What follows belongs to an exercise in optimizing a design on an open flow for small area, a short achievable clock period and few clock cycles per item; a production flow would make more cautious choices. Where RTL was checked, it was by simulation tests only, not by an equivalence proof against the original.

==> inputs of job 7487 <==
==> flow/design.v (excerpt) <==
module scope_index_unit (
    input  wire        clk,
    input  wire        rst,           
    input  wire        start,
    input  wire [2:0]  cfg_scope,
    input  wire [11:0] cfg_width_m1,  
    input  wire        s_valid,
    output wire        s_ready,
    input  wire [31:0] s_data,        
    output reg         m_valid,
    input  wire        m_ready,
    output reg  [2:0]  m_mask,        
    output reg  [21:0] m_addr0,
    output reg  [21:0] m_addr1,
    output reg  [21:0] m_addr2
);
clock: 28.0 ns
lec_check: 0
cap_margin: 20
core_margin: 2
core_utilization: 40
slew_margin: 20
run.sh (not shown) runs the stock make flow with config.mk's settings and CLKGATE_MAP_FILE= SYNTH_SCRIPT=/design/flow/synth_recipe.tcl, a recipe that flattens the netlist after the stock synthesis.
==> inputs of job 2781, as changes to job 7487 <==
--- a/flow/design.v
+++ b/flow/design.v
@@ -46,11 +46,10 @@
     wire adv = !m_valid || m_ready;
     reg        k_e;           
     reg [23:0] k_d;
     reg        i_v;           
     reg [23:0] i_d;
-    reg        d_v;           
     reg        p_v;           
     assign s_ready = k_e;
     wire accept = s_valid && k_e;
     always @(posedge clk) begin
         if (k_e)
@@ -60,34 +59,26 @@
     end
     always @(posedge clk) begin
         if (rst) begin
             k_e <= 1'b1;
             i_v <= 1'b0;
-            d_v <= 1'b0;
             p_v <= 1'b0;
             m_valid <= 1'b0;
         end else if (adv) begin
             k_e <= 1'b1;
             i_v <= !k_e || accept;
-            d_v <= i_v;
-            p_v <= d_v;
+            p_v <= i_v;
             m_valid <= p_v;
         end else begin
             k_e <= k_e && !accept;
         end
     end
-    reg [8:0] du, dv;         
-    reg [7:0] g;
-    always @(posedge clk) begin
-        if (adv) begin
-            du <= {1'b0, i_d[7:0]} - {1'b0, i_d[15:8]};
-            dv <= {1'b0, i_d[23:16]} - {1'b0, i_d[15:8]};
-            g  <= i_d[15:8];
-        end
-    end
-    wire [7:0] r = du[7:0] + g;
-    wire [7:0] b = dv[7:0] + g;
+    wire [7:0] r = i_d[7:0];
+    wire [7:0] g = i_d[15:8];
+    wire [7:0] b = i_d[23:16];
+    wire [8:0] du = {1'b0, r} - {1'b0, g};
+    wire [8:0] dv = {1'b0, b} - {1'b0, g};
     wire luma_s_1 = ~(~du[7]);
     wire luma_s_2 = ~(du[8] ^ du[3]);
     wire luma_s_3 = du[8] | du[3];
     wire luma_s_4 = du[4] ^ ~du[2];
     wire luma_s_5 = du[4] & ~du[2];
@@ -731,12 +722,14 @@
         end
     end
     reg  [11:0] col;
     wire [11:0] col_nxt = (col == wm1) ? 12'd0 : col + 12'd1;
     always @(posedge clk) begin
-        if (rst || start || (adv && p_v))
-            col <= (rst || start) ? 12'd0 : col_nxt;
+        if (rst || start)
+            col <= 12'd0;
+        else if (adv && p_v)
+            col <= col_nxt;
     end
     wire [7:0]  m0 = p_m0;
     wire [7:0]  m1 = p_f1;
     wire [7:0]  m2 = p_f2;
     wire [11:0] xadd = is_wf ? col : is_vs ? {4'd0, p_f1} : 12'd0;
@@ -1310,14 +1303,18 @@
     wire lane2_190 = (lane2_152 & (m2[7] & we[12])) | (we[10] & (lane2_152 ^ (m2[7] & we[12])));
     wire [21:0] lane2_a = {we[12], lane2_190, lane2_188, lane2_186, lane2_184, lane2_182, lane2_180, lane2_178, lane2_176, lane2_174, lane2_172, lane2_170, lane2_168, lane2_166, lane2_164, lane2_162, lane2_160, lane2_158, lane2_156, lane2_154, lane2_153, (m2[0] & we[0])};
     wire [21:0] lane2_b = {1'b0, we[11], lane2_189, lane2_187, lane2_185, lane2_183, lane2_181, lane2_179, lane2_177, lane2_175, lane2_173, lane2_171, lane2_169, lane2_167, lane2_165, lane2_163, lane2_161, lane2_159, lane2_157, lane2_155, xadd[1], xadd[0]};
     wire [21:0] lane2 = lane2_a + lane2_b;
     wire three = is_hist | is_wfp;
-    always @(posedge clk)
-        m_mask <= {three, three, three | is_wfl | is_vs};
     always @(posedge clk) begin
-        if (adv) begin
+        if (rst) begin
+            m_mask  <= 3'd0;
+            m_addr0 <= 22'd0;
+            m_addr1 <= 22'd0;
+            m_addr2 <= 22'd0;
+        end else if (adv) begin
+            m_mask  <= {three, three, three | is_wfl | is_vs};
             m_addr0 <= lane0;
             m_addr1 <= three ? lane1 : 22'd0;
             m_addr2 <= three ? lane2 : 22'd0;
         end
     end
==> run notes <==
Run status: timing/DRC/antenna clean
Met3 wire length: 3.68 mm
Number of buffers on the longest clock path: 2
Total buffers and inverters traversed by the critical path: 7
Floorplan die width: 264 microns
Largest stage delay on the critical path: 0.50 ns
Total routed wire length on the met1 layer: 31.5 mm
the above is filed under job 2781

==> run notes <==
Floorplan die width: 271 microns
Unrepaired setup endpoints after global routing: no
Total buffers and inverters traversed by the critical path: 5
Run status: timing/DRC/antenna clean
Met3 wire length: 4.27 mm
Number of buffers on the longest clock path: 3
Global-route wire length before repair: 114 mm
Largest stage delay on the critical path: 0.62 ns
the above is filed under job 7487

Testbench counts of job 7487, summed over its fixed seeds: cycles 24,400, items 24,000.
No functional check of the RTL was part of job 2781.


==> inputs of build 72 <==
Another version of the RTL of scope_index_unit (not shown whole).
export LEC_CHECK = 0
export CAP_MARGIN = 20
export CORE_MARGIN = 2
export CORE_UTILIZATION = 40
export SLEW_MARGIN = 20
create_clock -name core_clock -period 28.0 [get_ports {clk}]
standard.sh (not shown) runs the stock make flow with config.mk's settings and CLKGATE_MAP_FILE= SYNTH_SCRIPT=/design/flow/synth_recipe.tcl, a recipe that flattens the netlist after the stock synthesis.
==> flow/flow/run.sh <==
#!/bin/bash
# Own layout flow: the standard synthesis, then a netlist pass that re-assigns the
# polarity of the full-adder cells so that fewer inverters are needed (flow/polarity.py;
# registers and their names are untouched), then the standard layout with the port
# buffers made of buf_4 cells.  Each tool's output goes to a log file in this folder.
set -euo pipefail
R=$PWD/orfs/results/$FLOW_PLATFORM/scope_index_unit/base
LIB=$FLOW_HOME/platforms/$FLOW_PLATFORM/lib/sky130_fd_sc_hd__tt_025C_1v80.lib
bash standard.sh "$R/1_2_yosys.v" > synth.log 2>&1
cp "$R/1_2_yosys.v" "$R/1_2_yosys_standard.v"
python3 flow/polarity.py "$LIB" "$R/1_2_yosys_standard.v" "$R/1_2_yosys.v" > polarity.log 2>&1
bash standard.sh "BUFFER_PORTS_ARGS=-buffer_cell sky130_fd_sc_hd__buf_4" finish > layout.log 2>&1
==> flow/flow/polarity.py <==
#!/usr/bin/env python3
"""Re-assign the polarity of full-adder cells in a Yosys gate-level netlist so that
fewer inverters are needed.  A full adder is self-dual: FA(~a,~b,~c) = (~sum, ~cout),
so flipping a full adder inverts both its inputs and its outputs.  Inverter chains are
collapsed, a flip assignment that needs few inverters is searched for, and one
inverter is put back per net that still needs its complement.
usage: polarity.py LIB in.v out.v"""
import re, sys
from collections import defaultdict

lib, src, dst = sys.argv[1:4]

# pin directions from the liberty file
dirs = {}
cur = None
for line in open(lib):
    m = re.match(r'\s*cell\s*\(\s*"?([\w]+)"?\s*\)', line)
    if m: cur = m.group(1); dirs[cur] = {}; continue
    m = re.match(r'\s*pin\s*\(\s*"?(\w+)"?\s*\)', line)
    if m and cur: pin = m.group(1); continue
    m = re.match(r'\s*direction\s*:\s*"?(\w+)"?', line)
    if m and cur: dirs[cur][pin] = m.group(1)

text = re.sub(r"\(\*.*?\*\)", "", open(src).read(), flags=re.S)
mstart = text.index("module ")
hdr_end = text.index(");", mstart) + 2
header, body = text[:hdr_end], text[hdr_end:]
body = body[:body.rindex("endmodule")]
stmts = [s.strip() for s in body.split(";") if s.strip()]

decls, assigns, cells = [], [], []
inst_re = re.compile(r'^(\S+)\s+(\S+)\s*\((.*)\)$', re.S)
pin_re = re.compile(r'\.(\w+)\s*\((.*?)\)\s*(?:,|$)', re.S)
ports = set()
for s in stmts:
    if s.startswith(("wire", "input", "output", "inout", "reg")):
        decls.append(s)
        if s.startswith(("input", "output", "inout")):
            for n in re.findall(r'([\\\w$\[\]\.]+)\s*$', s): ports.add(n)
            m = re.match(r'(input|output|inout)\s*(\[[^\]]*\])?\s*(.*)$', s, re.S)
            nm = m.group(3).strip(); rng = m.group(2)
            if rng:
                hi, lo = [int(x) for x in rng[1:-1].split(":")]
                for i in range(min(hi, lo), max(hi, lo) + 1): ports.add(f"{nm}[{i}]")
            ports.add(nm)
        continue
    if s.startswith("assign"):
        assigns.append(s); continue
    m = inst_re.match(s)
    assert m, s[:200]
    typ, name, pins = m.group(1), m.group(2), m.group(3)
    conns = {p: n.strip() for p, n in pin_re.findall(pins)}
    cells.append([typ, name, conns])

def is_inv(t): return re.match(r'sky130_fd_sc_hd__(clk)?inv_\d+$', t) is not None
def is_fa(t): return re.match(r'sky130_fd_sc_hd__fa_\d+$', t) is not None
def outs(t): return [p for p, d in dirs[t].items() if d == "output"]

assign_nets = set()
for a in assigns:
    for n in re.findall(r"[\\\w$][\w$\[\]\.\\]*", a[6:]):
        assign_nets.add(n)

driver = {}
for ci, (typ, name, conns) in enumerate(cells):
    for p in outs(typ):
        if p in conns: driver[conns[p]] = (ci, p)

# inverters that can be removed: not touching ports or assigns
removable = set()
for ci, (typ, name, conns) in enumerate(cells):
    if is_inv(typ):
        a, y = conns["A"], conns["Y"]
        if a in ports or y in ports or a in assign_nets or y in assign_nets: continue
        if a.startswith("1'b") or a.startswith("1'h"): continue
        removable.add(ci)

def root(n):
    p = 0
    seen = 0
    while n in driver and driver[n][0] in removable:
        n = cells[driver[n][0]][2]["A"]; p ^= 1; seen += 1
        assert seen < 100
    return n, p

# loads: (cell index, pin) of non-removable cells
loads = defaultdict(list)   # root -> list of (ci, pin, parity)
for ci, (typ, name, conns) in enumerate(cells):
    if ci in removable: continue
    for p, n in conns.items():
        if dirs[typ].get(p) == "input":
            r, par = root(n)
            loads[r].append((ci, p, par))
# roots that feed ports/assigns through removable inverters cannot happen (excluded above)

fas = [ci for ci, c in enumerate(cells) if is_fa(c[0])]
flip = defaultdict(int)

def need(r, ci, par):
    d = driver.get(r)
    fd = flip[d[0]] if d else 0
    return par ^ fd ^ flip[ci]

def cost(r):
    if r.startswith("1'b") or r.startswith("1'h"): return 0
    return 1 if any(need(r, ci, par) for ci, p, par in loads[r]) else 0

def touched(ci):
    typ, name, conns = cells[ci]
    rs = set()
    for p in ("A", "B", "CIN"): rs.add(root(conns[p])[0])
    for p in ("SUM", "COUT"):
        if p in conns: rs.add(conns[p])
    return rs

base = sum(cost(r) for r in list(loads))
rootcache = {}
improved = True; it = 0
while improved and it < 50:
    improved = False; it += 1
    for ci in fas:
        rs = touched(ci)
        before = sum(cost(r) for r in rs)
        flip[ci] ^= 1
        after = sum(cost(r) for r in rs)
        if after < before: improved = True
        else: flip[ci] ^= 1
final = sum(cost(r) for r in list(loads))
ninv = len(removable)
sys.stderr.write(f"inverters: {ninv} removable, needed before {base}, after {final}, flipped {sum(flip[c] for c in fas)} of {len(fas)} full adders\n")

# rewrite
new_cells = []
extra_decl = []
k = 0
inv_of = {}
for r, ls in loads.items():
    for ci, p, par in ls:
        n = need(r, ci, par)
        if r.startswith("1'b"):
            cells[ci][2][p] = r if not n else ("1'b1" if r == "1'b0" else "1'b0")
            continue
        if n:
            if r not in inv_of:
                k += 1; w = f"_polinv_{k}_"
                inv_of[r] = w
                extra_decl.append(f"wire {w}")
                new_cells.append(["sky130_fd_sc_hd__inv_1", f"_polinv_cell_{k}_", {"A": r, "Y": w}])
            cells[ci][2][p] = inv_of[r]
        else:
            cells[ci][2][p] = r
out = [header, ""]
def esc(n): return n + " " if n.startswith("\\") else n
for d in decls: out.append("  " + d + " ;")
for d in extra_decl: out.append("  " + d + ";")
for ci, (typ, name, conns) in enumerate(cells):
    if ci in removable: continue
    out.append(f"  {typ} {name} (" + ", ".join(f".{p}({esc(n)})" for p, n in conns.items()) + ");")
for typ, name, conns in new_cells:
    out.append(f"  {typ} {name} (" + ", ".join(f".{p}({esc(n)})" for p, n in conns.items()) + ");")
for a in assigns: out.append("  " + a + " ;")
out.append("endmodule")
open(dst, "w").write("\n".join(out) + "\n")
==> trial 30: changes against build 72 <==
--- a/flow/design.v
+++ b/flow/design.v
@@ -41,40 +41,47 @@
     always @(posedge clk) begin
         we <= is_wf   ? {1'b0, wm1} + 13'd1 :
               is_vs   ? 13'd256 :
               is_hist ? 13'd1 : 13'd0;
     end
-    wire adv = !m_valid || m_ready;
-    reg        k_e;           
+    reg        o_e;           
+    wire adv = o_e || m_ready;
+    reg        k_v;           
+    reg        s_rdy;
     reg [23:0] k_d;
     reg        i_v;           
     reg [23:0] i_d;
     reg        d_v;           
     reg        p_v;           
-    assign s_ready = k_e;
-    wire accept = s_valid && k_e;
+    assign s_ready = s_rdy;
+    wire accept = s_valid && !k_v;
     always @(posedge clk) begin
-        if (k_e)
+        if (!k_v)
             k_d <= s_data[23:0];
         if (adv)
-            i_d <= k_e ? s_data[23:0] : k_d;
+            i_d <= k_v ? k_d : s_data[23:0];
     end
     always @(posedge clk) begin
         if (rst) begin
-            k_e <= 1'b1;
+            k_v <= 1'b0;
+            s_rdy <= 1'b1;
             i_v <= 1'b0;
             d_v <= 1'b0;
             p_v <= 1'b0;
             m_valid <= 1'b0;
+            o_e <= 1'b1;
         end else if (adv) begin
-            k_e <= 1'b1;
-            i_v <= !k_e || accept;
+            k_v <= 1'b0;
+            s_rdy <= 1'b1;
+            i_v <= k_v || accept;
             d_v <= i_v;
             p_v <= d_v;
             m_valid <= p_v;
+            o_e <= !p_v;
         end else begin
-            k_e <= k_e && !accept;
+            k_v <= k_v || accept;
+            s_rdy <= !(k_v || accept);
         end
     end
     reg [8:0] du, dv;         
     reg [7:0] g;
     always @(posedge clk) begin
--- a/flow/flow/polarity.py
+++ b/flow/flow/polarity.py
@@ -10,14 +10,17 @@
 
 lib, src, dst = sys.argv[1:4]
 
 # pin directions from the liberty file
 dirs = {}
+area = {}
 cur = None
 for line in open(lib):
     m = re.match(r'\s*cell\s*\(\s*"?([\w]+)"?\s*\)', line)
-    if m: cur = m.group(1); dirs[cur] = {}; continue
+    if m: cur = m.group(1); dirs[cur] = {}; pin = None; continue
+    m = re.match(r'\s*area\s*:\s*([\d.]+)', line)
+    if m and cur and cur not in area: area[cur] = float(m.group(1)); continue
     m = re.match(r'\s*pin\s*\(\s*"?(\w+)"?\s*\)', line)
     if m and cur: pin = m.group(1); continue
     m = re.match(r'\s*direction\s*:\s*"?(\w+)"?', line)
     if m and cur: dirs[cur][pin] = m.group(1)
 
@@ -54,10 +57,37 @@
 
 def is_inv(t): return re.match(r'sky130_fd_sc_hd__(clk)?inv_\d+$', t) is not None
 def is_fa(t): return re.match(r'sky130_fd_sc_hd__fa_\d+$', t) is not None
 def outs(t): return [p for p, d in dirs[t].items() if d == "output"]
 
+PAIRS = [("and2", "nand2"), ("or2", "nor2"), ("and3", "nand3"), ("or3", "nor3"),
+         ("and4", "nand4"), ("or4", "nor4"), ("xor2", "xnor2"), ("xor3", "xnor3"),
+         ("and2b", "nand2b"), ("or2b", "nor2b"), ("and3b", "nand3b"), ("or3b", "nor3b"),
+         ("and4b", "nand4b"), ("or4b", "nor4b"), ("mux2", "mux2i"),
+         ("a21o", "a21oi"), ("a21bo", "a21boi"), ("a211o", "a211oi"), ("a22o", "a22oi"),
+         ("a31o", "a31oi"), ("a32o", "a32oi"), ("a41o", "a41oi"), ("a221o", "a221oi"),
+         ("a2111o", "a2111oi"), ("a311o", "a311oi"), ("a2bb2o", "a2bb2oi"),
+         ("o21a", "o21ai"), ("o211a", "o211ai"), ("o22a", "o22ai"), ("o31a", "o31ai"),
+         ("o32a", "o32ai"), ("o41a", "o41ai"), ("o221a", "o221ai"), ("o2111a", "o2111ai"),
+         ("o311a", "o311ai"), ("o21ba", "o21bai"), ("o2bb2a", "o2bb2ai")]
+comp = {}
+for a_, b_ in PAIRS: comp[a_] = b_; comp[b_] = a_
+def complement(t):
+    m = re.match(r'sky130_fd_sc_hd__(\w+?)_(\d+)$', t)
+    if not m or m.group(1) not in comp: return None
+    base, sz = comp[m.group(1)], m.group(2)
+    for z in (sz, "1", "2", "0", "4"):
+        c = f"sky130_fd_sc_hd__{base}_{z}"
+        if c in dirs and c in area:
+            o1 = outs(t); o2 = outs(c)
+            if len(o1) != 1 or len(o2) != 1: return None
+            ins1 = sorted(p for p, d in dirs[t].items() if d == "input")
+            ins2 = sorted(p for p, d in dirs[c].items() if d == "input")
+            if ins1 != ins2: return None
+            return c
+    return None
+
 assign_nets = set()
 for a in assigns:
     for n in re.findall(r"[\\\w$][\w$\[\]\.\\]*", a[6:]):
         assign_nets.add(n)
 
@@ -92,16 +122,26 @@
             r, par = root(n)
             loads[r].append((ci, p, par))
 # roots that feed ports/assigns through removable inverters cannot happen (excluded above)
 
 fas = [ci for ci, c in enumerate(cells) if is_fa(c[0])]
+fa_set = set(fas)
+cmp_cells = {}
+for ci, (typ, name, conns) in enumerate(cells):
+    if ci in removable: continue
+    c = complement(typ)
+    if c is None: continue
+    o = conns.get(outs(typ)[0])
+    if o is None or o in ports or o in assign_nets: continue
+    cmp_cells[ci] = c
 flip = defaultdict(int)
+INV = area["sky130_fd_sc_hd__inv_1"]
 
 def need(r, ci, par):
     d = driver.get(r)
     fd = flip[d[0]] if d else 0
-    return par ^ fd ^ flip[ci]
+    return par ^ fd ^ (flip[ci] if ci in fa_set else 0)
 
 def cost(r):
     if r.startswith("1'b") or r.startswith("1'h"): return 0
     return 1 if any(need(r, ci, par) for ci, p, par in loads[r]) else 0
 
@@ -113,19 +153,31 @@
         if p in conns: rs.add(conns[p])
     return rs
 
 base = sum(cost(r) for r in list(loads))
 rootcache = {}
+def dcell(ci):
+    t = cells[ci][0]
+    return area[cmp_cells[ci]] - area[t] if flip[ci] == 0 else area[t] - area[cmp_cells[ci]]
 improved = True; it = 0
 while improved and it < 50:
     improved = False; it += 1
     for ci in fas:
         rs = touched(ci)
         before = sum(cost(r) for r in rs)
         flip[ci] ^= 1
         after = sum(cost(r) for r in rs)
         if after < before: improved = True
+        else: flip[ci] ^= 1
+    for ci in cmp_cells:
+        typ, name, conns = cells[ci]
+        r = conns[outs(typ)[0]]
+        before = cost(r) * INV
+        d = dcell(ci)
+        flip[ci] ^= 1
+        after = cost(r) * INV + d
+        if after < before - 1e-9: improved = True
         else: flip[ci] ^= 1
 final = sum(cost(r) for r in list(loads))
 ninv = len(removable)
 sys.stderr.write(f"inverters: {ninv} removable, needed before {base}, after {final}, flipped {sum(flip[c] for c in fas)} of {len(fas)} full adders\n")
 
@@ -143,14 +195,23 @@
         if n:
             if r not in inv_of:
                 k += 1; w = f"_polinv_{k}_"
                 inv_of[r] = w
                 extra_decl.append(f"wire {w}")
-                new_cells.append(["sky130_fd_sc_hd__inv_1", f"_polinv_cell_{k}_", {"A": r, "Y": w}])
+                nl = sum(1 for c2, p2, q2 in ls if need(r, c2, q2))
+                size = 1 if nl <= 3 else 2 if nl <= 8 else 4
+                new_cells.append([f"sky130_fd_sc_hd__inv_{size}", f"_polinv_cell_{k}_", {"A": r, "Y": w}])
             cells[ci][2][p] = inv_of[r]
         else:
             cells[ci][2][p] = r
+for ci, c in cmp_cells.items():
+    if flip[ci]:
+        typ, name, conns = cells[ci]
+        o1 = outs(typ)[0]; o2 = outs(c)[0]
+        net = conns.pop(o1); conns[o2] = net
+        cells[ci][0] = c
+sys.stderr.write(f"complemented {sum(1 for ci in cmp_cells if flip[ci])} of {len(cmp_cells)} gates\n")
 out = [header, ""]
 def esc(n): return n + " " if n.startswith("\\") else n
 for d in decls: out.append("  " + d + " ;")
 for d in extra_decl: out.append("  " + d + ";")
 for ci, (typ, name, conns) in enumerate(cells):
==> results_dict.tcl <==
set metrics [dict create \
    outcome "timing/DRC/antenna clean" \
    synthesis.instances 2512 \
    gp_congestion 0.915 \
    wirelength_microns 70000 \
    clock_cell_area_share_pct 3.20 \
    seq_area_sq_um 5820 \
    nClkBuffers 31 \
]
(the above is from trial 30)
==> results_dict.tcl <==
set metrics [dict create \
    grt_pass1_vias 21000 \
    multi_input_area_sq_um 18600 \
    clock_cell_area_share_pct 3.07 \
    gp_congestion 0.943 \
    crit_type "register to register" \
    seq_area_sq_um 5780 \
    buf_share_pct 3.77 \
    fin_area_sq_um 28500 \
    outcome "timing/DRC/antenna clean" \
    hold_path.startpoint "i_d[14]" \
    wirelength_microns 71300 \
]
(the above is from build 72)
No run of this note included a check of the RTL's function; only the layout flow was run.

[what the ideal ports hide]
How much do the figures lean on ideal ports? The routed layouts below were timed once more, with nothing changed but the port constraints.
Step 1 (the two cells are an assumption about what drives the block):
set clk [get_ports {clk}]
set_driving_cell -lib_cell sky130_fd_sc_hd__clkbuf_16 $clk
set_driving_cell -lib_cell sky130_fd_sc_hd__buf_2 [delete_from_list [all_inputs] $clk]
Step 2 times the ports against the registers' clock, not the clock port: input delays grow and output delays shrink by t, the midpoint of the rising clock arrivals with the driver on.
Slacks: ideal / step 1 / step 2; pairs: ideal / step 1.
| run | t (ns) | slack for setup (ns) | worst setup path after step 2 |
|---|---|---|---|
| job 7487 | 0.611 | 20.238 / 20.238 / 19.823 | input to register |
| job 2781 | 0.544 | 18.789 / 18.789 / 18.789 | register to register |
| build 72 | 0.619 | 19.287 / 19.287 / 19.287 | register to register |
| trial 30 | 0.631 | 19.155 / 19.155 / 19.155 | register to register |
After both steps every run listed still meets setup and hold. The setup slack of job 7487, which loses most, moves by 0.000 ns with the drivers and by -0.415 ns with both steps.
